From an optimization exercise on the open Yosys and OpenROAD flow, aimed at small area, a short achievable clock period and few clock cycles; shortcuts taken in it are not production practice. At most, simulation tests tie the RTL to the original design; equivalence was not proved. The RTL of runs 2 and 3 was laid out without a check of its function. Power figures rest on the tool's default switching activity, not on a simulated workload.

==> flow/design.v, too long to show whole: its modules and the start of the top module <==
// module bkosc: 815 lines
module bkosc (
    input  wire        clk,
    input  wire        rst,
    input  wire        cmd_valid,
    output wire        cmd_ready,
    input  wire [31:0] cmd_data,
    output wire        rsp_valid,
    input  wire        rsp_ready,
    output wire [31:0] rsp_data,
    output wire        pls_valid,
    input  wire        pls_ready,
    output wire [2:0]  pls_chan,
    output wire [31:0] pls_time,
    output wire [31:0] pls_delta
);
  // ...
==> flow/run.sh <==
#!/bin/bash
# synth_recipe.tcl (not shown) runs the flow's synth.tcl, then flattens the netlist and writes it again
# the make line also repeats each setting of config.mk as NAME=value (left out here)
make -C /OpenROAD-flow-scripts/flow DESIGN_CONFIG=/design/flow/config.mk WORK_HOME=/design/flow/orfs CLKGATE_MAP_FILE= SYNTH_SCRIPT=/design/flow/synth_recipe.tcl finish
==> flow/config.mk <==
export PLATFORM = sky130hd
export DESIGN_NAME = bkosc
export DESIGN_NICKNAME = bkosc
export VERILOG_FILES = /design/flow/design.v
export SDC_FILE = /design/flow/constraint.sdc
export NUM_CORES = 4
export LEC_CHECK = 0
export CAP_MARGIN = 20
export CORE_MARGIN = 2
export CORE_UTILIZATION = 40
export PLACE_DENSITY = 0.6
export SLEW_MARGIN = 20
==> flow/constraint.sdc <==
create_clock -name core_clock -period 15.0 [get_ports {clk}]
set_input_delay 3.0000 -clock core_clock [delete_from_list [all_inputs] [get_ports {clk}]]
set_output_delay 3.0000 -clock core_clock [all_outputs]
set_load 0.01 [all_outputs]
==> impl_metrics.json, run 1 <==
{
  "synth_area_leaders": "edfxtp_1 (32%), fa_1 (12%), dfxtp_1 (6.6%), ha_1 (5.1%), mux4_2 (4.2%)",
  "power_frac_clock_pct": 21.4,
  "firstDrtPassIters": 9,
  "grt_pass1_vias": 37038,
  "cts_setup_buffers": 0,
  "num_antenna_cells": 0,
  "syn_inst": 4786,
  "core_area_um2": 122000,
  "ctsHoldBuffers": 0,
  "critPathLaunchType": "flop",
  "outcome": "complete, no violations",
  "gr-usage-met1_pct": 33.2,
  "hold-worst-slack_ns": 0.417,
  "route.detailed.drc": 0,
  "fin_crit_sh_pct": 61.4,
  "wl_met3_mm": 11.0,
  "htreeDepth": 3,
  "netlist_area_um2": 48900,
  "seq-cell-share_pct": 35.1,
  "drt_iter0_drc": 3371,
  "cp_common_cell": "fa_1",
  "drv_cap": 0,
  "layout_common_cells": "edfxtp_1 (529), nor2_1 (503), nand2_1 (426)",
  "crit_buf_inv": 3,
  "grt_pass1_wl_mm": 231,
  "power_uw": 9190,
  "pg_seq_uw": 2420,
  "arrival_ns": 9.82,
  "fillers": 11382,
  "place.gp.congestion": 0.931,
  "r2r_setup_slack_ns": 5.79,
  "ys_top_cells_by_count": "edfxtp_1 (529), nor2_1 (510), nand2_1 (426)",
  "rsz0062_at_grt": "false",
  "p_clk_uw": 1970,
  "power-top-group": "combinational logic",
  "ys_async_sr_fraction_pct": 0,
  "cp.depth": 26
}
Testbench counts, summed over its fixed seeds: cycles 49,233.
==> run 2: changes to the inputs <==
--- a/flow/design.v
+++ b/flow/design.v
@@ -13,17 +13,17 @@
     output wire [31:0] pls_time,
     output wire [31:0] pls_delta
 );
     localparam OP_SET_ATTR = 4'h1, OP_GET_ATTR = 4'h2, OP_GET_PTR = 4'h4,
                OP_RUN = 4'h5, OP_END = 4'h6, OP_RESET = 4'h7, OP_ATTACH = 4'h8,
                OP_DETACH = 4'h9;
     localparam [2:0] WF_SQUARE = 3'd1, WF_TRIANGLE = 3'd2, WF_NOISE = 3'd3,
                      WF_SAWTOOTH = 3'd4;    
-    localparam [2:0] C_OK = 3'd0, C_ATTR = 3'd6, C_VALUE = 3'd5, C_STATE = 3'd4, C_NCH = 3'd3;
+    localparam [2:0] C_ATTR = 3'd6, C_VALUE = 3'd5, C_STATE = 3'd4, C_NCH = 3'd3;
     reg        attached;
     reg [3:0]  nch;
     reg [2:0]  waveform;
     reg [3:0]  duty;
     reg [30:0] period;
     reg [14:0] volume [0:7];
     reg signed [15:0] last [0:7];
     reg [32:0] g_t;         
@@ -34,27 +34,31 @@
     reg [3:0]  sl_op;
     reg [7:0]  sl_key;
     reg        sl_rsv;
     reg [31:0] sl_w1;
     reg        sl_w2b0;     
     reg        sl_w2hi;     
     localparam [1:0] R_IDLE = 2'd0, R_GEN = 2'd1, R_FIN = 2'd2;
     reg [1:0]  r_st;
-    reg        fin_first;
+    reg        run_rsp;     
     reg        g_tail;
     reg        g_final;
     reg [2:0]  g_ch;
-    reg [33:0] g_q;         
+    reg [3:0]  g_k;         
+    reg        g_as;        
+    reg [14:0] g_am;
+    reg [32:0] end_r;
+    reg        is_end;
     reg [32:0] t0;
-    reg [33:0] q0;
     reg [4:0]  p0;
     reg [14:0] l0;
-    reg        is_end;
-    reg [12:0] end_hi;
+    reg [3:0]  k0;
+    reg        as0;
+    reg [14:0] am0;
     reg        m_v;
     reg [2:0]  m_ch;
     reg [31:0] m_t;
     reg        m_s;
     reg [14:0] m_hi;
     reg        m_lonz;
     reg        o_v;
     reg [2:0]  o_ch;
@@ -67,101 +71,119 @@
     reg [4:0]  r_key;
     assign rsp_valid = r_v;
     assign rsp_data  = r_d;
     assign pls_valid = o_v;
     assign pls_chan  = o_ch;
     assign pls_time  = o_t;
     assign pls_delta = {{15{o_d[16]}}, o_d};
     wire stall = o_v & ~pls_ready;
-    wire exec  = sl_full & (r_st == R_IDLE) & ~r_v;
+    wire exec  = sl_full & (r_st == R_IDLE) & ~r_v & ~run_rsp;
     assign cmd_ready = ~sl_full | exec;
     function [1:0] op_words(input [3:0] o);
         case (o)
             4'h1, 4'h3, 4'h8, 4'hA, 4'hB: op_words = 2'd1;
             4'h5, 4'h6: op_words = 2'd2;
             default: op_words = 2'd0;
         endcase
     endfunction
     wire [5:0] pc = (waveform == WF_SQUARE)   ? 6'd16 :
                     (waveform == WF_NOISE)    ? 6'd8  :
                     (waveform == WF_SAWTOOTH) ? 6'd7  : 6'd32;
-    wire [22:0] s_seq;
-    assign s_seq[14:0] = g_l;
-    genvar gi;
-    generate for (gi = 0; gi < 8; gi = gi + 1) begin : g_lx
-        assign s_seq[15 + gi] = s_seq[gi] ^ s_seq[gi + 1];
-    end endgenerate
-    reg [3:0] nk;
-    always @(*) begin
-        if      (s_seq[1] != s_seq[0]) nk = 4'd1;
-        else if (s_seq[2] != s_seq[0]) nk = 4'd2;
-        else if (s_seq[3] != s_seq[0]) nk = 4'd3;
-        else if (s_seq[4] != s_seq[0]) nk = 4'd4;
-        else if (s_seq[5] != s_seq[0]) nk = 4'd5;
-        else if (s_seq[6] != s_seq[0]) nk = 4'd6;
-        else if (s_seq[7] != s_seq[0]) nk = 4'd7;
-        else                           nk = 4'd8;
-    end
-    reg [3:0] kc;
+    wire [3:0] op  = sl_op;
+    wire [7:0] key = sl_key;
+    wire signed [31:0] val = sl_w1;
+    reg hdr_bad;
     always @(*) begin
-        case (waveform)
-            WF_SQUARE:   kc = (g_p[3:0] < duty) ? (duty - g_p[3:0]) : (4'd0 - g_p[3:0]);
-            WF_TRIANGLE: kc = (g_p[3:0] == 4'hf) ? 4'd2 : 4'd1;
-            WF_NOISE:    kc = nk;
-            default:     kc = 4'd1;
+        case (op)
+            OP_SET_ATTR, OP_GET_ATTR: hdr_bad = sl_rsv;
+            OP_RUN, OP_END, OP_RESET, OP_ATTACH, OP_DETACH:
+                hdr_bad = sl_rsv || (key != 8'd0);
+            default: hdr_bad = 1'b1;
         endcase
     end
-    wire [3:0] k = g_tail ? 4'd1 : kc;
-    wire [35:0] pp0 = k[0] ? {5'd0, period}        : 36'd0;
-    wire [35:0] pp1 = k[1] ? {4'd0, period, 1'b0}  : 36'd0;
-    wire [35:0] pp2 = k[2] ? {3'd0, period, 2'b0}  : 36'd0;
-    wire [35:0] pp3 = k[3] ? {2'd0, period, 3'b0}  : 36'd0;
-    wire [35:0] ka1 = pp0 ^ pp1 ^ pp2;
-    wire [35:0] kb1 = {(pp0[34:0] & pp1[34:0]) | (pp0[34:0] & pp2[34:0]) | (pp1[34:0] & pp2[34:0]), 1'b0};
-    wire [35:0] ka2 = ka1 ^ kb1 ^ pp3;
-    wire [35:0] kb2 = {(ka1[34:0] & kb1[34:0]) | (ka1[34:0] & pp3[34:0]) | (kb1[34:0] & pp3[34:0]), 1'b0};
-    wire [35:0] tx  = {3'd0, g_t};
-    wire [35:0] ta  = tx ^ ka2 ^ kb2;
-    wire [35:0] tb  = {(tx[34:0] & ka2[34:0]) | (tx[34:0] & kb2[34:0]) | (ka2[34:0] & kb2[34:0]), 1'b0};
-    wire [35:0] t_n = ta + tb;
-    wire [35:0] qx  = {{2{g_q[33]}}, g_q};
-    wire [35:0] qa  = qx ^ ka2 ^ kb2;
-    wire [35:0] qb  = {(qx[34:0] & ka2[34:0]) | (qx[34:0] & kb2[34:0]) | (ka2[34:0] & kb2[34:0]), 1'b0};
-    wire [35:0] q_n = qa + qb;
-    wire        ex_n = q_n[35];    
-    wire [4:0] p_sum = g_p + {1'b0, k};
+    wire set_key_ok = (key == 8'h01) || (key == 8'h02) || (key == 8'h03) || (key == 8'h04) ||
+                      (key == 8'h06) || (key[7:3] == 5'b00010);
+    wire get_key_ok = set_key_ok || (key == 8'h05) || (key == 8'h07) || (key == 8'h08);
+    wire val_neg = val[31];
+    wire val_lt1 = val_neg | (val == 32'd0);
+    wire [3:0]  duty_c  = val_lt1 ? 4'd1 : (val > 32'sd15) ? 4'd15 : val[3:0];
+    wire [30:0] per_c   = val_lt1 ? 31'd1 : val[30:0];
+    wire [4:0]  pcm1    = pc[4:0] - 5'd1;
+    wire [4:0]  phase_c = val_neg ? 5'd0 : (val > $signed({27'd0, pcm1})) ? pcm1 : val[4:0];
+    wire [14:0] vol_c   = val_neg ? 15'd0 : (val > 32'sd32767) ? 15'd32767 : val[14:0];
+    wire [32:0] endv    = {sl_w2b0, sl_w1};
+    wire        time_ok = ~sl_w2hi & (~sl_w2b0 | (sl_w1 == 32'd0));
+    wire        has_steps = (g_t < endv);
+    wire        run_cmd   = ~hdr_bad & ((op == OP_RUN) | (op == OP_END));
+    wire        run_start = exec & run_cmd & attached & time_ok & has_steps;
+    wire gen_on   = (r_st == R_GEN) & ~stall;
+    wire gen_step = gen_on | run_start;
+    wire [3:0] k_eff = ((r_st == R_GEN) | exec) ? g_k : 4'd0;
+    wire [4:0] p_sum = g_p + {1'b0, k_eff};
     reg  [4:0] p_n;
     always @(*) begin
         case (waveform)
             WF_SQUARE:   p_n = {1'b0, p_sum[3:0]};
             WF_NOISE:    p_n = {2'b0, p_sum[2:0]};
-            WF_SAWTOOTH: p_n = (g_p == 5'd6) ? 5'd0 : p_sum;
+            WF_SAWTOOTH: p_n = (k_eff != 4'd0 && g_p == 5'd6) ? 5'd0 : p_sum;
             default:     p_n = p_sum;
         endcase
     end
+    wire [22:0] s_seq;
+    assign s_seq[14:0] = g_l;
+    genvar gi;
+    generate for (gi = 0; gi < 8; gi = gi + 1) begin : g_lx
+        assign s_seq[15 + gi] = s_seq[gi] ^ s_seq[gi + 1];
+    end endgenerate
     reg [14:0] l_n;
     always @(*) begin
         if (waveform != WF_NOISE) l_n = g_l;
-        else case (k)
+        else case (k_eff)
+            4'd0: l_n = g_l;
             4'd1: l_n = s_seq[15:1];
             4'd2: l_n = s_seq[16:2];
             4'd3: l_n = s_seq[17:3];
             4'd4: l_n = s_seq[18:4];
             4'd5: l_n = s_seq[19:5];
             4'd6: l_n = s_seq[20:6];
             4'd7: l_n = s_seq[21:7];
             default: l_n = s_seq[22:8];
         endcase
     end
-    reg        a_s;
-    reg [14:0] a_m;
-    wire [3:0] tri_i = g_p[4] ? ~g_p[3:0] : g_p[3:0];
+    wire [22:0] s_nx;
+    assign s_nx[14:0] = l_n;
+    generate for (gi = 0; gi < 8; gi = gi + 1) begin : g_lnx
+        assign s_nx[15 + gi] = s_nx[gi] ^ s_nx[gi + 1];
+    end endgenerate
+    reg [3:0] nk;
+    always @(*) begin
+        if      (s_nx[1] != s_nx[0]) nk = 4'd1;
+        else if (s_nx[2] != s_nx[0]) nk = 4'd2;
+        else if (s_nx[3] != s_nx[0]) nk = 4'd3;
+        else if (s_nx[4] != s_nx[0]) nk = 4'd4;
+        else if (s_nx[5] != s_nx[0]) nk = 4'd5;
+        else if (s_nx[6] != s_nx[0]) nk = 4'd6;
+        else if (s_nx[7] != s_nx[0]) nk = 4'd7;
+        else                         nk = 4'd8;
+    end
+    reg [3:0] k_n;
+    always @(*) begin
+        case (waveform)
+            WF_SQUARE:   k_n = (p_n[3:0] < duty) ? (duty - p_n[3:0]) : (4'd0 - p_n[3:0]);
+            WF_TRIANGLE: k_n = (p_n[3:0] == 4'hf) ? 4'd2 : 4'd1;
+            WF_NOISE:    k_n = nk;
+            default:     k_n = 4'd1;
+        endcase
+    end
+    reg        as_n;
+    reg [14:0] am_n;
+    wire [3:0] tri_i = p_n[4] ? ~p_n[3:0] : p_n[3:0];
     wire [2:0] tri_j = tri_i[3] ? tri_i[2:0] : ~tri_i[2:0];
-    wire [3:0] sin_i = g_p[3] ? (4'd0 - g_p[3:0]) : g_p[3:0];
+    wire [3:0] sin_i = p_n[3] ? (4'd0 - p_n[3:0]) : p_n[3:0];
     reg  [14:0] tri_m, sin_m, saw_m;
     always @(*) begin
         case (tri_j)
             3'd0: tri_m = 15'd2184;
             3'd1: tri_m = 15'd6553;
             3'd2: tri_m = 15'd10922;
             3'd3: tri_m = 15'd15291;
             3'd4: tri_m = 15'd19660;
@@ -175,31 +197,48 @@
             4'd2: sin_m = 15'd12539;
             4'd3: sin_m = 15'd18204;
             4'd4: sin_m = 15'd23170;
             4'd5: sin_m = 15'd27245;
             4'd6: sin_m = 15'd30273;
             4'd7: sin_m = 15'd32137;
             default: sin_m = 15'd32767;
         endcase
-        case (g_p[2:0])
+        case (p_n[2:0])
             3'd0, 3'd6: saw_m = 15'd32767;
             3'd1, 3'd5: saw_m = 15'd21844;
             3'd2, 3'd4: saw_m = 15'd10922;
             default:    saw_m = 15'd0;
         endcase
         case (waveform)
-            WF_SQUARE:   begin a_s = ~(g_p[3:0] < duty); a_m = 15'd32767; end
-            WF_TRIANGLE: begin a_s = ~tri_i[3];         a_m = tri_m;     end
-            WF_NOISE:    begin a_s = ~g_l[0];           a_m = 15'd32767; end
-            WF_SAWTOOTH: begin a_s = (g_p[2:0] < 3'd3); a_m = saw_m;     end
-            default:     begin a_s = g_p[4];            a_m = sin_m;     end
+            WF_SQUARE:   begin as_n = ~(p_n[3:0] < duty); am_n = 15'd32767; end
+            WF_TRIANGLE: begin as_n = ~tri_i[3];          am_n = tri_m;     end
+            WF_NOISE:    begin as_n = ~l_n[0];            am_n = 15'd32767; end
+            WF_SAWTOOTH: begin as_n = (p_n[2:0] < 3'd3);  am_n = saw_m;     end
+            default:     begin as_n = p_n[4];             am_n = sin_m;     end
         endcase
     end
-    wire [14:0] mm_a = a_m;
+    wire [35:0] pp0 = g_k[0] ? {5'd0, period}        : 36'd0;
+    wire [35:0] pp1 = g_k[1] ? {4'd0, period, 1'b0}  : 36'd0;
+    wire [35:0] pp2 = g_k[2] ? {3'd0, period, 2'b0}  : 36'd0;
+    wire [35:0] pp3 = g_k[3] ? {2'd0, period, 3'b0}  : 36'd0;
+    wire [35:0] tx  = {3'd0, g_t};
+    wire [35:0] ne  = ~{3'd0, (r_st == R_GEN) ? end_r : endv};
+    wire [35:0] a1 = pp0 ^ pp1 ^ pp2;
+    wire [35:0] b1 = {(pp0[34:0] & pp1[34:0]) | (pp0[34:0] & pp2[34:0]) | (pp1[34:0] & pp2[34:0]), 1'b0};
+    wire [35:0] a2 = pp3 ^ tx ^ a1;
+    wire [35:0] b2 = {(pp3[34:0] & tx[34:0]) | (pp3[34:0] & a1[34:0]) | (tx[34:0] & a1[34:0]), 1'b0};
+    wire [35:0] a3 = a2 ^ b2 ^ b1;
+    wire [35:0] b3 = {(a2[34:0] & b2[34:0]) | (a2[34:0] & b1[34:0]) | (b2[34:0] & b1[34:0]), 1'b0};
+    wire [35:0] t_n = a3 + b3;
+    wire [35:0] a4 = a3 ^ b3 ^ ne;
+    wire [35:0] b4 = {(a3[34:0] & b3[34:0]) | (a3[34:0] & ne[34:0]) | (b3[34:0] & ne[34:0]), 1'b1};
+    wire [35:0] d_n = a4 + b4;
+    wire        ex_n = d_n[35];
+    wire [14:0] mm_a = g_am;
     wire [14:0] mm_b = volume[g_ch];
     wire mm_n1 = (mm_a[0] & mm_b[13]) ^ (mm_a[1] & mm_b[12]);
     wire mm_n2 = (mm_a[0] & mm_b[13]) & (mm_a[1] & mm_b[12]);
     wire mm_n3 = (mm_a[0] & mm_b[14]) ^ (mm_a[1] & mm_b[13]) ^ (mm_a[2] & mm_b[12]);
     wire mm_n4 = ((mm_a[0] & mm_b[14]) & (mm_a[1] & mm_b[13])) | ((mm_a[0] & mm_b[14]) & (mm_a[2] & mm_b[12])) | ((mm_a[1] & mm_b[13]) & (mm_a[2] & mm_b[12]));
     wire mm_n5 = (mm_a[3] & mm_b[11]) ^ (mm_a[4] & mm_b[10]);
     wire mm_n6 = (mm_a[3] & mm_b[11]) & (mm_a[4] & mm_b[10]);
     wire mm_n7 = (mm_a[1] & mm_b[14]) ^ (mm_a[2] & mm_b[13]) ^ (mm_a[3] & mm_b[12]);
@@ -560,64 +599,43 @@
     wire mm_n362 = (mm_n310 & mm_n311) | (mm_n310 & (mm_a[14] & mm_b[12])) | (mm_n311 & (mm_a[14] & mm_b[12]));
     wire mm_n363 = mm_n312 ^ (mm_a[13] & mm_b[14]) ^ (mm_a[14] & mm_b[13]);
     wire mm_n364 = (mm_n312 & (mm_a[13] & mm_b[14])) | (mm_n312 & (mm_a[14] & mm_b[13])) | ((mm_a[13] & mm_b[14]) & (mm_a[14] & mm_b[13]));
     wire [29:0] mm_x = {1'b0, mm_n364, mm_n362, mm_n360, mm_n358, mm_n356, mm_n354, mm_n352, mm_n350, mm_n348, mm_n346, mm_n344, mm_n342, mm_n340, mm_n338, mm_n336, mm_n334, mm_n332, mm_n330, mm_n328, mm_n326, mm_n324, mm_n322, mm_n320, mm_n318, mm_n316, mm_n314, mm_n313, (mm_a[0] & mm_b[1]), (mm_a[0] & mm_b[0])};
     wire [29:0] mm_y = {1'b0, (mm_a[14] & mm_b[14]), mm_n363, mm_n361, mm_n359, mm_n357, mm_n355, mm_n353, mm_n351, mm_n349, mm_n347, mm_n345, mm_n343, mm_n341, mm_n339, mm_n337, mm_n335, mm_n333, mm_n331, mm_n329, mm_n327, mm_n325, mm_n323, mm_n321, mm_n319, mm_n317, mm_n315, (mm_a[2] & mm_b[0]), (mm_a[1] & mm_b[0]), 1'b0};
     wire [29:0] prod = mm_x + mm_y;
     wire [15:0] m_level = m_s ? (~{1'b0, m_hi} + {15'd0, ~m_lonz}) : {1'b0, m_hi};
     wire [16:0] m_delta = {m_level[15], m_level} - {last[m_ch][15], last[m_ch]};
-    wire [3:0] op  = sl_op;
-    wire [7:0] key = sl_key;
-    wire signed [31:0] val = sl_w1;
-    reg hdr_bad;
-    always @(*) begin
-        case (op)
-            OP_SET_ATTR, OP_GET_ATTR: hdr_bad = sl_rsv;
-            OP_RUN, OP_END, OP_RESET, OP_ATTACH, OP_DETACH:
-                hdr_bad = sl_rsv || (key != 8'd0);
-            default: hdr_bad = 1'b1;
-        endcase
-    end
-    wire set_key_ok = (key == 8'h01) || (key == 8'h02) || (key == 8'h03) || (key == 8'h04) ||
-                      (key == 8'h06) || (key[7:3] == 5'b00010);
-    wire get_key_ok = set_key_ok || (key == 8'h05) || (key == 8'h07) || (key == 8'h08);
-    wire val_neg = val[31];
-    wire val_lt1 = val_neg | (val == 32'd0);
-    wire [3:0]  duty_c  = val_lt1 ? 4'd1 : (val > 32'sd15) ? 4'd15 : val[3:0];
-    wire [30:0] per_c   = val_lt1 ? 31'd1 : val[30:0];
-    wire [4:0]  pcm1    = pc[4:0] - 5'd1;
-    wire [4:0]  phase_c = val_neg ? 5'd0 : (val > $signed({27'd0, pcm1})) ? pcm1 : val[4:0];
-    wire [14:0] vol_c   = val_neg ? 15'd0 : (val > 32'sd32767) ? 15'd32767 : val[14:0];
-    wire [32:0] endv    = {sl_w2b0, sl_w1};
-    wire        time_ok = ~sl_w2hi & (~sl_w2b0 | (sl_w1 == 32'd0));
-    wire [33:0] q_start = {1'b0, g_t} - {1'b0, endv};
-    wire        has_steps = q_start[33];
     reg [31:0] get_val;
     always @(*) begin
         case (r_key)
             5'h01: get_val = {29'd0, waveform};
             5'h02: get_val = {28'd0, duty};
             5'h03: get_val = {1'b0, period};
             5'h04: get_val = {27'd0, g_p};
             5'h05: get_val = {26'd0, pc};
             5'h06: get_val = {17'd0, volume[0]};
             5'h07: get_val = {31'd0, attached};
             5'h08: get_val = {28'd0, nch};
             default: get_val = {17'd0, volume[r_key[2:0]]};
         endcase
     end
-    wire [12:0] adj_hi = (r_st == R_IDLE) ? {sl_w2b0, sl_w1[31:20]} : end_hi;
+    wire [12:0] adj_hi = (r_st == R_IDLE) ? {sl_w2b0, sl_w1[31:20]} : end_r[32:20];
     wire [12:0] t_adj  = g_t[32:20] - adj_hi;
+    wire fin_eff = (r_st == R_GEN) ? g_final : (nch == 4'd1);
+    wire no_more = (r_st != R_GEN) | (g_final & g_tail);
     integer i;
     always @(posedge clk) begin
         if (rst) begin
             sl_full  <= 1'b0;
             sl_cnt   <= 2'd0;
             r_st     <= R_IDLE;
+            run_rsp  <= 1'b0;
+            g_tail   <= 1'b0;
+            g_ch     <= 3'd0;
             m_v      <= 1'b0;
             o_v      <= 1'b0;
             r_v      <= 1'b0;
             r_two    <= 1'b0;
             attached <= 1'b0;
             nch      <= 4'd0;
             waveform <= WF_SQUARE;
             duty     <= 4'd4;
@@ -657,62 +675,79 @@
             end
             if (r_v && rsp_ready) begin
                 if (r_two) begin
                     r_two <= 1'b0;
                     r_d   <= r_zero ? 32'd0 : get_val;
                 end else
                     r_v <= 1'b0;
             end
+            if (run_rsp && no_more && !m_v && (!o_v || pls_ready)) begin
+                run_rsp <= 1'b0;
+                r_v     <= 1'b1;
+                r_d     <= 32'd0;
+                r_two   <= 1'b0;
+            end
             if (!stall) begin
                 o_v  <= m_v && (m_delta != 17'd0);
                 o_ch <= m_ch;
                 o_t  <= m_t;
                 o_d  <= m_delta;
                 if (m_v) last[m_ch] <= m_level;
-                m_v    <= (r_st == R_GEN) && !g_tail;
+                m_v    <= gen_step && !g_tail;
                 m_ch   <= g_ch;
                 m_t    <= g_t[31:0];
-                m_s    <= a_s;
+                m_s    <= g_as;
                 m_hi   <= prod[29:15];
                 m_lonz <= (prod[14:0] != 15'd0);
             end
-            if (r_st == R_GEN && !stall) begin
+            if (r_st != R_GEN) begin
+                g_k  <= k_n;
+                g_as <= as_n;
+                g_am <= am_n;
+            end
+            if (gen_step) begin
                 if (ex_n) begin
-                    g_t <= t_n[32:0];
-                    g_q <= q_n[33:0];
-                    g_p <= p_n;
-                    g_l <= l_n;
-                end else if (!g_final) begin
+                    g_t  <= t_n[32:0];
+                    g_p  <= p_n;
+                    g_l  <= l_n;
+                    g_k  <= g_tail ? 4'd1 : k_n;
+                    g_as <= as_n;
+                    g_am <= am_n;
+                end else if (!fin_eff) begin
                     g_ch    <= g_ch + 3'd1;
                     g_final <= ({1'b0, g_ch} + 4'd2 == nch);
                     g_tail  <= 1'b0;
-                    g_t     <= t0;
-                    g_q     <= q0;
-                    g_p     <= p0;
-                    g_l     <= l0;
-                end else if (k == 4'd1) begin
-                    g_t       <= t_n[32:0];
-                    g_p       <= p_n;
-                    g_l       <= l_n;
-                    r_st      <= R_FIN;
-                    fin_first <= 1'b1;
-                end else
+                    if (r_st == R_GEN) begin
+                        g_t  <= t0;
+                        g_p  <= p0;
+                        g_l  <= l0;
+                        g_k  <= k0;
+                        g_as <= as0;
+                        g_am <= am0;
+                    end else begin
+                        g_k  <= g_k;
+                        g_as <= g_as;
+                        g_am <= g_am;
+                    end
+                end else if (g_k == 4'd1) begin
+                    g_t  <= t_n[32:0];
+                    g_p  <= p_n;
+                    g_l  <= l_n;
+                    g_ch   <= 3'd0;
+                    g_tail <= 1'b0;
+                    r_st   <= R_FIN;
+                end else begin
                     g_tail <= 1'b1;
+                    g_k    <= 4'd1;
+                end
             end
             if (r_st == R_FIN) begin
-                fin_first <= 1'b0;
-                if (fin_first) begin
-                    if (is_end) g_t[32:20] <= t_adj;
-                end else if (!m_v && (!o_v || pls_ready)) begin
-                    r_st  <= R_IDLE;
-                    r_v   <= 1'b1;
-                    r_d   <= 32'd0;
-                    r_two <= 1'b0;
-                end
+                r_st <= R_IDLE;
+                if (is_end) g_t[32:20] <= t_adj;
             end
             if (exec) begin
                 r_two  <= (op == OP_GET_ATTR) || (op == OP_GET_PTR);
                 r_key  <= {key[4], key[3:0]};
                 r_zero <= 1'b1;
                 r_v    <= 1'b1;
                 r_d    <= {{29{1'b1}}, C_STATE};
                 if (!hdr_bad) begin
@@ -751,27 +786,29 @@
                         end
                         OP_RUN, OP_END: begin
                             if (!attached)
                                 r_d <= {{29{1'b1}}, C_STATE};
                             else if (!time_ok)
                                 r_d <= {{29{1'b1}}, C_VALUE};
                             else if (has_steps) begin
                                 r_v     <= 1'b0;
-                                r_st    <= R_GEN;
+                                run_rsp <= 1'b1;
+                                if (!(ex_n == 1'b0 && nch == 4'd1 && g_k == 4'd1))
+                                    r_st <= R_GEN;
                                 is_end  <= (op == OP_END);
-                                end_hi  <= {sl_w2b0, sl_w1[31:20]};
-                                g_ch    <= 3'd0;
-                                g_final <= (nch == 4'd1);
-                                g_tail  <= 1'b0;
-                                g_q     <= q_start;
-                                q0      <= q_start;
+                                end_r   <= endv;
+                                if (!(ex_n == 1'b0 && nch != 4'd1))
+                                    g_final <= (nch == 4'd1);
                                 t0      <= g_t;
                                 p0      <= g_p;
                                 l0      <= g_l;
+                                k0      <= g_k;
+                                as0     <= g_as;
+                                am0     <= g_am;
                             end else begin
                                 if (op == OP_END) g_t[32:20] <= t_adj;
                                 r_d <= 32'd0;
                             end
                         end
                         OP_RESET: begin
                             g_t <= 33'd0;
                             g_p <= 5'd0;
==> flow/config.mk (replaced) <==
export PLATFORM = sky130hd
export DESIGN_NAME = bkosc
export DESIGN_NICKNAME = bkosc
export VERILOG_FILES = /design/flow/design.v
export SDC_FILE = /design/flow/constraint.sdc
export NUM_CORES = 4
export LEC_CHECK = 0
export ABC_CLOCK_PERIOD_IN_PS = 4000
export CAP_MARGIN = 20
export CORE_MARGIN = 2
export CORE_UTILIZATION = 40
export PLACE_DENSITY = 0.6
export SLEW_MARGIN = 20
==> run 2 against run 1 <==
Still clean. Maximum frequency rose by 22%. Die area decreased by 3.5%. Sequential power down 5%. Routed wire length down 6.0%. Sequential cell count fell by 7. Via count shrank 4.5%. Register-to-register slack improved by 1.7 ns. Clock power is 3% higher. First-iteration DRC count up 15%. Sequential share of layout area grew 0.67 points.
==> impl_metrics.json, run 2 <==
{
  "synth.ff_latch_count": 684,
  "report.final.slew_viol_count": 0,
  "antenna_left": 0,
  "cts-resized-gates": 0,
  "setup_tns_ns": 0,
  "fmax_mhz": 133,
  "routedWlPerCell_um": 23.0,
  "drv_cap": 0,
  "fin_crit_sh_pct": 50.2,
  "insertion_delay_ns": 0.66,
  "grt_usage_pct": 23.5,
  "drive_gt1_share_pct": 8.43,
  "ctsHoldBuffers": 0,
  "hold-worst-slack_ns": 0.414,
  "cp.required_ns": 15.39,
  "io_buffers": 138,
  "core_area_um2": 117000,
  "seq_area_frac_synth_pct": 40.0,
  "path_max_fanout": 71,
  "multiInputGateArea_um2": 25600,
  "clock_path_buffers": 3,
  "routed-via-count": 36048,
  "io_pins": 139,
  "die_area_um2": 121000,
  "synth_top_area_cell": "edfxtp_1",
  "place.gp.congestion": 0.935,
  "vias_per_cell": 5.80,
  "final_core_util_pct": 45.3,
  "tightest_slew_ns": 1.16,
  "arrival_ns": 7.91,
  "grt_pass1_vias": 34809,
  "nets": 5160,
  "end_kind": "flop",
  "reg.largest.list": "last x128, volume x120",
  "layout_commonest_cell": "edfxtp_1",
  "hold_path.class": "flop to flop",
  "route.detailed.drc": 0,
  "die_h_um": 347,
  "synth_area_leaders": "edfxtp_1 (33%), fa_1 (13%), dfxtp_1 (7.1%), ha_1 (5.5%), mux4_2 (4.4%)",
  "leakage_uw": 0.0208,
  "yosys_most_used_dff": "edfxtp_1",
  "syn_inst": 4585,
  "synth_edf_count": 517,
  "outcome": "complete, no violations",
  "clock_skew_ns": 0.0332,
  "grt_pass1_wl_mm": 218,
  "ys_top_cells_by_count": "edfxtp_1 (517), nor2_1 (502), inv_1 (461)",
  "antenna_found_initial": 1,
  "pre_cts_ws_ns": 7.53,
  "ys_async_sr_fraction_pct": 0,
  "critPathLaunchType": "flop",
  "rsz0062_at_grt": "false",
  "overflow": 0,
  "synth_top_area_share_pct": 32.9,
  "powerDensity_nw_per_um2": 138,
  "vdd_drop_max_mv": 0.218,
  "netlist_area_um2": 47100,
  "die_width_um": 347,
  "area_growth_syn_to_layout_pct": 11.9,
  "path_clk_slew_ns": 0.07,
  "syn_nets": 5124,
  "dp_hpwl_mm": 103,
  "placementRows": 125,
  "firstDrtPassIters": 7,
  "regArea_um2": 18900,
  "yosys_warnings": 1,
  "setup_viol": 0,
  "path_class": "flop to flop",
  "setup_slack_ns": 7.48,
  "htreeDepth": 3,
  "drt_iter0_drc": 3871,
  "start_util_pct": 40.5,
  "finalCriticalPeriod_ns": 7.52,
  "cts_num_sinks": 684,
  "top_register": "last",
  "slew_headroom_pct": 21.8,
  "layout_common_cells": "edfxtp_1 (517), nor2_1 (499), inv_1 (461)",
  "fillers": 10771,
  "synth.most_common_cell": "edfxtp_1",
  "cts_tree": "done",
  "hold_violations": 0,
  "cts_made_buffers": 76,
  "syn_area_per_cell_um2": 10.3,
  "largest_register_ffs": 128,
  "root_buffer": "clkbuf_16",
  "cts_setup_buffers": 0,
  "grt_max_degree": 78,
  "synthDistinctLibCells": 100,
  "wl_mm": 143
}
-- run 2: cell count changes in the layout (fill, tap and decap cells not counted), sizes merged, moves of 16 or more --
cell   before  now
a21o       67   45
a21oi     283  188
a22oi      78   15
a31oi      30   86
and2       92  124
inv       418  469
mux2       24   42
nand3     141   83
nor2b      36   62
o21a       36   20
o21ai     237  198
xnor2     111   63
-- run 2: path summary, 6_finish.rpt --
path | from | endpoint | slack [ns] | depth (start not counted)
max reg2reg | g_k[0]$_DFFE_PP_ | g_am[12]$_DFFE_PP_ | 7.48 | 19
max | g_k[0]$_DFFE_PP_ | g_am[12]$_DFFE_PP_ | 7.48 | 19
min reg2reg | m_t[20]$_DFFE_PP_ | o_t[20]$_DFFE_PP_ | 0.41 | 0
min | m_t[20]$_DFFE_PP_ | o_t[20]$_DFFE_PP_ | 0.41 | 0
-- run 2: where the power goes --
group	internal [µW]	switching, µW	leakage, µW
Clock	1200	819	0.00130
Combinational	1270	1710	0.0131
Sequential	2230	60.9	0.00636
Total	4700	2590	0.0208
-- run 2: worst max-delay path, cell delays in order (launching register included) --
cell      delay [ns]
edfxtp_1        0.32
buf_4           0.64
nand2_1         0.18
fa_1            0.56
inv_1           0.05
fa_1            0.49
inv_1           0.06
fa_1            0.51
fa_1            0.52
inv_1           0.04
ha_1            0.29
a22o_1          0.24
o41ai_1         0.69
a211oi_1        0.33
nor4b_1         0.67
nor3_4          0.16
buf_4           0.29
a21oi_1         0.79
a211oi_1        0.09
a211o_1         0.26
-- run 2: routing by layer --
metal / track usage (%) / wire length, µm / part of all wire, % / up-vias
li1: - / - / - / 16219
met1: 34.1 / 63100 / 44 / 17924
met2: 36.6 / 64300 / 45 / 1654
met3: 3.36 / 11800 / 8.3 / 249
met4: 6.12 / 3680 / 2.6 / 2
met5: 0 / 35 / 0.024 / -
-- run 2: kinds of logic after synthesis --
group	after synthesis	share of synthesized area [%]
flops	684	40.0
fa+ha+maj	502	18.0
buf+inv	714	5.96
compound gates	860	12.0
mux	189	6.59
simple gates	1522	15.2
xor+xnor	114	2.12
-- run 2: final cells by class --
type	instances	area share, %
diodes	3	0.0142
clock buffers	104	4.10
clock inverters	38	1.03
inverters	464	3.30
multi-input cells	3187	48.5
flip-flops and latches	684	35.8
well taps	1524	3.62
repair buffers	208	3.65
-- run 2: per-stage QoR --
| stage | cell area [µm²] | std cells | power [µW] |
|---|---|---|---|
| final | 52700 | 6212 | 7290 |
| after global routing | 52700 | 6209 | 7770 |
| after CTS | 52700 | 6208 | 7320 |
| after detailed placement | 50000 | 6066 | 5300 |
| after global placement | 50000 | 6065 | 5280 |
| after floorplan | 47100 | 4585 | 4540 |
==> run 3: changes to the inputs <==
==> flow/flow/run.sh (new file) <==
#!/bin/bash
# Standard ORFS layout, with timing repair aimed at a setup margin below the clock
# period (the SDC and its 15 ns clock are unchanged).
set -euo pipefail
bash standard.sh SETUP_SLACK_MARGIN=${FLOW_SETUP_MARGIN:-10} finish > standard_flow.log 2>&1
==> flow/standard.sh (new file) <==
#!/bin/bash
# synth_recipe.tcl (not shown) runs the flow's synth.tcl, then flattens the netlist and writes it again
# the make line also repeats each setting of config.mk as NAME=value (left out here)
make -C /OpenROAD-flow-scripts/flow DESIGN_CONFIG=/design/flow/config.mk WORK_HOME=/design/flow/orfs CLKGATE_MAP_FILE= SYNTH_SCRIPT=/design/flow/synth_recipe.tcl "${@:-finish}"
removed: flow/run.sh
==> run 3 against run 2 <==
Routed wire length rose by 7.4%. Synthesized cell count did not move. Via count grew 4.6%. Critical endpoint is now m_hi[10]$_DFFE_PP_.
==> impl_metrics.json, run 3 <==
{
  "hold-worst-slack_ns": 0.409,
  "hold_violations": 0,
  "comb_power_share_pct": 50.7,
  "htreeDepth": 3,
  "critPathLaunchType": "flop",
  "synth_area_leaders": "edfxtp_1 (33%), fa_1 (13%), dfxtp_1 (7.1%), ha_1 (5.5%), mux4_2 (4.4%)",
  "grt_pass1_vias": 36685,
  "slew_headroom_pct": 12.6,
  "routedWlPerCell_um": 23.9,
  "tightest_slew_ns": 1.30,
  "layout_common_cells": "edfxtp_1 (517), nor2_1 (484), inv_1 (440)",
  "placementRows": 125,
  "synth_top_area_cell": "edfxtp_1",
  "place.gp.congestion": 0.911,
  "hold_path.class": "flop to flop",
  "final_core_util_pct": 49.7,
  "fin_crit_sh_pct": 42.5,
  "cts_tree": "done",
  "reg.largest.list": "last x128, volume x120",
  "die_area_um2": 121000,
  "worstHoldStart": "m_t[1]$_DFFE_PP_",
  "power.switching_uw": 3190,
  "grt_pass1_wl_mm": 230,
  "hold_path_depth": 0,
  "ctsHoldBuffers": 0,
  "powerDensity_nw_per_um2": 152,
  "clock_skew_ns": 0.0275,
  "route.detailed.drc": 0,
  "routed-via-count": 37689,
  "insertion_delay_ns": 0.66,
  "leakage_uw": 0.0227,
  "synth_edf_count": 517,
  "antenna_found_initial": 3,
  "area_growth_syn_to_layout_pct": 22.9,
  "p_sw_share_pct": 36.1,
  "fmax_mhz": 157,
  "r2r_end": "m_hi[10]$_DFFE_PP_",
  "drive_gt1_share_pct": 19.1,
  "grt_usage_pct": 24.9,
  "syn_nets": 5124,
  "end_kind": "flop",
  "vdd_drop_max_mv": 0.297,
  "path_max_fanout": 6,
  "yosys_warnings": 1,
  "report.final.slew_viol_count": 0,
  "largest_register_ffs": 128,
  "overflow": 0,
  "grt_max_degree": 57,
  "top_register": "last",
  "drv_cap": 0,
  "path_class": "flop to flop",
  "io_pins": 139,
  "syn_inst": 4585,
  "cts_made_buffers": 77,
  "core_area_um2": 117000,
  "arrival_ns": 6.76,
  "syn_area_per_cell_um2": 10.3,
  "nets": 5389,
  "ff2ff_path_depth": 23,
  "cts_num_sinks": 684,
  "vias_per_cell": 5.85,
  "seq_area_frac_synth_pct": 40.0,
  "path_clk_slew_ns": 0.06,
  "die_h_um": 347,
  "final_cells": 6439,
  "layout_commonest_cell": "edfxtp_1",
  "p_int_uw": 5640,
  "root_buffer": "clkbuf_16",
  "cp.required_ns": 15.38,
  "netlist_area_um2": 47100,
  "yosys_most_used_dff": "edfxtp_1",
  "outcome": "complete, no violations",
  "setup_viol": 0,
  "power_frac_clock_pct": 23.3,
  "rsz0062_at_grt": "true",
  "ys_top_cells_by_count": "edfxtp_1 (517), nor2_1 (502), inv_1 (461)",
  "finalCriticalPeriod_ns": 6.38,
  "drt_iter0_drc": 3831,
  "ys_async_sr_fraction_pct": 0,
  "synth_top_area_share_pct": 32.9,
  "die_width_um": 347,
  "synth.ff_latch_count": 684,
  "start_util_pct": 40.5,
  "firstDrtPassIters": 8,
  "clock_path_buffers": 3,
  "synthDistinctLibCells": 100,
  "r2r_setup_slack_ns": 8.62,
  "wl_mm": 154,
  "holdPathEnd": "o_t[1]$_DFFE_PP_",
  "dpl.cell_count": 6071,
  "dp_hpwl_mm": 104,
  "antenna_left": 0,
  "io_buffers": 138,
  "synth.most_common_cell": "edfxtp_1",
  "num_antenna_cells": 0,
  "setup_tns_ns": 0,
  "power_frac_seq_pct": 26.0
}
[run 3: worst max-delay path by stage]
stage	cells past startpoint	slack, ns	startpoint	end
after floorplan	7	8.78	rst	last[4][0]$_SDFFCE_PN0P_
after global placement	20	8.03	g_k[0]$_DFFE_PP_	g_t[28]$_SDFF_PP0_
after detailed placement	20	7.92	g_k[0]$_DFFE_PP_	g_t[28]$_SDFF_PP0_
after CTS	24	8.69	flop	m_hi[13]$_DFFE_PP_
after global routing	24	8.41	flop	m_hi[10]$_DFFE_PP_
final	23	8.62	flop	m_hi[10]$_DFFE_PP_
[run 3: kinds of logic (layout without fill, tap and decap cells)]
logic type / count (synthesis) / count (layout) / share of synthesized area [%]
AOI/OAI and AO/OA: 860 / 861 / 12.0
xor gates and xnor gates: 114 / 114 / 2.12
adders and majority gates: 502 / 502 / 18.0
buffers and inverters: 714 / 1035 / 5.96
DFF: 684 / 684 / 40.0
muxes: 189 / 190 / 6.59
and+or+nand+nor: 1522 / 1529 / 15.2
[run 3: what timing repair did]
item	CTS	global route
resized for setup	250	184
cloned	26	4
setup endpoints to repair	448	205
setup buffers	141	52
pin swaps	101	128
[run 3: through the flow]
step	setup slack [ns]	total power, µW	instance area [µm²]
2_1_floorplan	8.78	5000	48400
3_3_place_gp	8.03	5770	50800
3_5_place_dp	7.92	5800	50800
4_1_cts	8.69	8380	56500
5_1_grt	8.41	9340	57900
6_report	8.62	8830	57900
[run 3: final cells by class]
type                    instances  area [µm²]
flip-flops and latches        684       18900
fillers                     10363       58600
repair buffers                427        4700
well taps                    1524        1910
clock buffers                 102        2160
multi-input cells            3196       27900
inverters                     464        1740
clock inverters                42         611
[run 3: worst max-delay path: stages (launching register included)]
cell,delay [ns]
dfxtp_4,0.36
buf_12,0.14
buf_12,0.13
mux4_2,0.50
mux2_4,0.36
nand2_2,0.10
fa_1,0.42
fa_2,0.54
inv_2,0.04
fa_2,0.32
inv_2,0.06
fa_1,0.43
fa_1,0.55
inv_1,0.06
fa_1,0.51
ha_4,0.24
a21oi_4,0.16
o21ai_4,0.08
a21oi_4,0.18
o211ai_1,0.16
a41o_1,0.33
a21o_1,0.18
a21oi_2,0.17
xnor2_2,0.09
[run 3: power by group through the flow]
stage | Clock [µW] | Combinational (µW) | Sequential [µW]
5_1_grt | 2150 | 4880 | 2300
3_5_place_dp | 0 | 3470 | 2330
6_report | 2060 | 4480 | 2290
4_1_cts | 2080 | 4010 | 2290
2_1_floorplan | 0 | 2670 | 2330
3_3_place_gp | 0 | 3440 | 2330
[run 3: routing by layer]
layer,up-vias,part of all wire [%],global-route usage (%)
met5,-,0,0
met4,0,3.4,8.07
met3,339,8.8,4.53
met2,1826,46,39.4
met1,18785,42,34.5
li1,16739,-,-

what the ideal ports hide:
How much do the figures lean on ideal ports? The routed layouts below were timed once more, with nothing changed but the port constraints. Step 1: set_driving_cell puts a clkbuf_16 on clk and a buf_2 on each other input, an assumption about the parent block. Step 2 times the ports against the registers' clock, not the clock port: input delays grow and output delays shrink by t, the midpoint of the rising clock arrivals with the driver on. Slacks: ideal ports / drivers / drivers and shift; pairs: ideal ports / drivers.
run | t (ns) | setup WS [ns] | worst setup path at the end | clock arrival spread, ns
run 1 | 0.736 | 5.789 / 5.789 / 5.789 | register to register | 0.045 / 0.045
run 2 | 0.714 | 7.477 / 7.477 / 7.477 | register to register | 0.033 / 0.034
run 3 | 0.714 | 8.619 / 8.619 / 8.619 | register to register | 0.028 / 0.028
After both steps every run listed still meets setup and hold.
